Source: an optimization exercise on an open RTL-to-GDS flow (aim: small area). Production flows keep margins and buffers that such runs may drop.
In this exercise RTL edits were held to simulation tests only and were not proved equivalent to the original.
Power figures rest on the tool's default switching activity, not on a simulated workload.

// spi_mtc
module spi_mtc (
    input             clk,
    input             rst,
    input             cmd0_valid,
    input      [31:0] cmd0_word,
    output            cmd0_ready,
    output            rsp0_valid,
    output     [31:0] rsp0_word,
    input             cmd1_valid,
    input      [31:0] cmd1_word,
    output            cmd1_ready,
    output            rsp1_valid,
    output     [31:0] rsp1_word,
    output            cs_rtc,
    output            cs_sns,
    output            cs_lcd,
    output            lcd_rs,
    output            spi_cpol,
    output            spi_cpha,
    output     [3:0]  spi_clksel,
    output            sh_start,
    output     [7:0]  sh_tx,
    input             sh_done,
    input      [7:0]  sh_rx,
    output            mem_en,
    output            mem_we,
    output     [7:0]  mem_addr,
    output     [7:0]  mem_wdata,
    input      [7:0]  mem_rdata
);
Size in the first run: ~87 flip-flops, about 5700 sq um of cells after synthesis.
Settings: LEC_CHECK=0, ABC_AREA=0, CAP_MARGIN=20, CORE_MARGIN=2, CORE_UTILIZATION=40, PLACE_DENSITY=0.6, SLEW_MARGIN=20; clock period 8.0 ns.
standard.sh (not shown) runs the stock make flow with config.mk's settings and CLKGATE_MAP_FILE= SYNTH_SCRIPT=/design/flow/synth_recipe.tcl, a recipe that flattens the netlist after the stock synthesis.
==> flow/flow/run.sh <==
#!/bin/bash
# Standard ORFS layout with these changes:
#  - ports are buffered with the smallest buffer (buf_1)
#  - CTS inserts no dummy loads; extra CTS options come from flow/cts_extra
#  - after placement resizing, cells on paths with slack are sized down
#    (flow/recover.tcl)
# Each ORFS step keeps its own log under orfs/logs; make's output goes to
# orfs_make.log.
set -euo pipefail
W=$PWD
rm -rf "$W/scripts_abc"
cp -r "$FLOW_HOME/scripts" "$W/scripts_abc"
cp "$W/flow/abc.script" "$W/scripts_abc/abc_speed.script"
CTS="-sink_clustering_enable -repair_clock_nets -dont_use_dummy_load"
if [[ -f "$W/flow/cts_extra" ]]; then CTS="$CTS $(cat "$W/flow/cts_extra")"; fi
bash standard.sh \
  "SCRIPTS_DIR=$W/scripts_abc" \
  "BUFFER_PORTS_ARGS=-buffer_cell sky130_fd_sc_hd__buf_1" \
  "CTS_ARGS=$CTS" \
  "POST_RESIZE_TCL=$W/flow/recover.tcl" \
  finish > orfs_make.log 2>&1
==> flow/flow/abc.script <==
strash
&get -n
&st
&syn2
&dch -f
&nf -R 1000 -p -a -F 8 -C 32
&put
topo
==> flow/flow/cts_extra <==
-buf_list sky130_fd_sc_hd__clkbuf_8
==> flow/flow/recover.tcl <==
# Downsize cells on paths with positive slack (area recovery).
repair_timing -recover_power 100
Next try:
--- a/flow/design.v
+++ b/flow/design.v
@@ -26,13 +26,13 @@
     output            mem_we,
     output     [7:0]  mem_addr,
     output     [7:0]  mem_wdata,
     input      [7:0]  mem_rdata
 );
     localparam [2:0] S_IDLE = 3'd0, S_PRE  = 3'd1, S_XMEM = 3'd2, S_WAIT = 3'd3,
-                     S_XPOST = 3'd4, S_POST = 3'd5, S_RESP = 3'd6;
+                     S_XPOST = 3'd4, S_POST = 3'd5;
     reg        pend0, pend1;
     reg [27:0] Xn, Y;    
     wire [27:0] X = ~Xn;
     reg        sel, owner;
     reg [2:0]  st;
     reg [3:0]  dly;
@@ -68,13 +68,12 @@
                  ((op6 | op9 | op10 | op13) & cz & az);
     wire owned = (st != S_IDLE);
     wire act   = owned & (sel == owner);
     wire in_pre   = act & (st == S_PRE);
     wire in_xpost = act & (st == S_XPOST);
     wire in_post  = act & (st == S_POST);
-    wire in_resp  = act & (st == S_RESP);
     wire sns_last = (idx[1:0] == 2'd3);
     wire b_one    = (b == 8'd1);
     wire draw_dat = op12 & rs;
     wire need_mem = (op3 & xf) | draw_dat;
     wire line_end = draw_dat & (idx[3:0] == 4'd15);
     wire more_x   = ((op1 | op2 | op5) & ~xf) |
@@ -83,12 +82,16 @@
     wire more_t   = (op5 & (idx[1:0] != 2'd2)) |
                     (op11 & (idx[3:0] != 4'd8)) |
                     (op12 & ~(line_end & idx[5:4] == 2'd2));
     wire powering = op11 & ~xf;
     wire warm     = op8 & (idx[1:0] == 2'd1);
     wire go_x     = in_pre & csel & dly[2] & (~warm | dly[3]);
+    wire sel_evt  = in_pre & ~csel & ~powering;
+    wire desel_evt = in_post & csel & dly[2];
+    wire post_end = in_post & ~csel & dly[3];
+    wire in_resp  = post_end & ~more_t;
     wire shift    = (in_xpost & ((op5 & xf & (idx[1:0] != 2'd2)) | (op8 & ~sns_last))) |
                     (in_post & ~csel & dly[3] & line_end);
     wire incc     = in_xpost & ((opblk & xf) | draw_dat);
     wire decb     = in_xpost & opblk & xf;
     wire [7:0] bdec;
     wire [8:0] bw;
@@ -236,80 +239,68 @@
             else if (rsp0_valid) pend0 <= 1'b0;
             if (acc1) pend1 <= 1'b1;
             else if (rsp1_valid) pend1 <= 1'b0;
         end
     end
     always @(posedge clk) begin
-        dly <= dinc;
+        dly <= (st == S_IDLE || st == S_WAIT || sel_evt || desel_evt) ? 4'd0 : dinc;
         if (rst) begin
             st   <= S_IDLE;
             sel  <= 1'b0;
             dev  <= 2'd3;
             csel <= 1'b0;
             rs   <= 1'b0;
             done <= 1'b0;
             rxh  <= 8'h00;
         end else begin
             sel <= ~sel;
             case (st)
                 S_IDLE: begin
+                    idx <= 6'd0;
+                    xf  <= 1'b0;
                     if (pend_x & bus) begin
                         owner <= sel;
-                        idx   <= 6'd0;
-                        xf    <= 1'b0;
-                        dly   <= 4'd0;
                         dev   <= is_rtc ? 2'd0 : is_sns ? 2'd1 : 2'd2;
                         if (is_lcd) rs <= op10;
-                        st    <= op7 ? S_RESP : S_PRE;
+                        st    <= op7 ? S_POST : S_PRE;
                     end
                 end
-                S_PRE: if (act) begin
-                    if (~csel) begin
-                        if (powering) begin
-                            if (dly[3:1] == 3'b111) idx <= iinc;
-                            if (idx[3:0] == 4'd10) begin
-                                idx <= 6'd0;
-                                xf  <= 1'b1;
-                            end
-                        end else begin
-                            csel <= 1'b1;
-                            dly  <= 4'd0;
+                S_PRE: begin
+                    if (act & ~csel & powering) begin
+                        if (dly[3:1] == 3'b111) idx <= iinc;
+                        if (idx[3:0] == 4'd10) begin
+                            idx <= 6'd0;
+                            xf  <= 1'b1;
                         end
-                    end else if (go_x)
-                        st <= need_mem ? S_XMEM : S_WAIT;
+                    end
+                    if (sel_evt) csel <= 1'b1;
+                    if (go_x) st <= need_mem ? S_XMEM : S_WAIT;
                 end
                 S_XMEM: st <= S_WAIT;
                 S_WAIT: if (sh_done) begin
                     rxh <= sh_rx;
                     st  <= S_XPOST;
                 end
                 S_XPOST: if (act) begin
                     xf  <= 1'b1;
-                    dly <= 4'd0;
                     if (op8) idx <= iinc;
                     st  <= more_x ? S_PRE : S_POST;
                 end
-                S_POST: if (act) begin
-                    if (csel) begin
-                        if (dly[2]) begin
-                            csel <= 1'b0;
-                            dly  <= 4'd0;
-                        end
-                    end else if (dly[3]) begin
+                S_POST: begin
+                    if (desel_evt) csel <= 1'b0;
+                    if (post_end) begin
                         if (more_t) begin
                             if (~op12 | rs) idx <= iinc;
                             if (op12) rs <= ~line_end;
                             xf <= op11;
                             st <= S_PRE;
-                        end else
-                            st <= S_RESP;
+                        end else begin
+                            done <= op1 | op3 | op9 | op11;
+                            st   <= S_IDLE;
+                        end
                     end
                 end
-                S_RESP: if (act) begin
-                    done <= op1 | op3 | op9 | op11;
-                    st   <= S_IDLE;
-                end
                 default: st <= S_IDLE;
             endcase
         end
     end
 endmodule
Sequential power came out lower by a few percent.
Core utilization came out lower by 0.53 points.
Synthesized cell count came out lower by a few percent.
Design area came out lower by a few percent.
Cell count came out lower slightly.
Via count came out lower by a few percent.
Global-route usage came out lower by 0.22 points.
Maximum frequency came out lower by a few percent.
Clock-buffer cell count stays the same.
Combinational power came out lower by a quarter to a third.
Sequential share of layout area came out higher by 0.65 points.
Power came out lower by roughly a tenth.
Setup slack is worse by 170 ps.

## afterwards: timing with drivers on the ports
In the flow no input, the clock included, has a driving cell. The finished layouts below were timed again as built, in two steps. Step 1 assumes that a clkbuf_16 drives the clock port and a buf_2 every other input. Step 2 moves the port delays by t, midway between the first and last clock arrival at a register: inputs arrive t later, outputs are due t later. That takes back most of the time a late clock gives input paths. Slacks: no drivers / after step 1 / after step 2; pairs: no drivers / after step 1.
| run | t (ns) | slack for setup (ns) | worst setup path at the end |
|---|---|---|---|
| the first run | 0.419 | 2.126 / 2.126 / 2.126 | register to register |
| the second run | 0.416 | 1.960 / 1.923 / 2.022 | register to register |
After both steps every run listed still meets setup and hold.
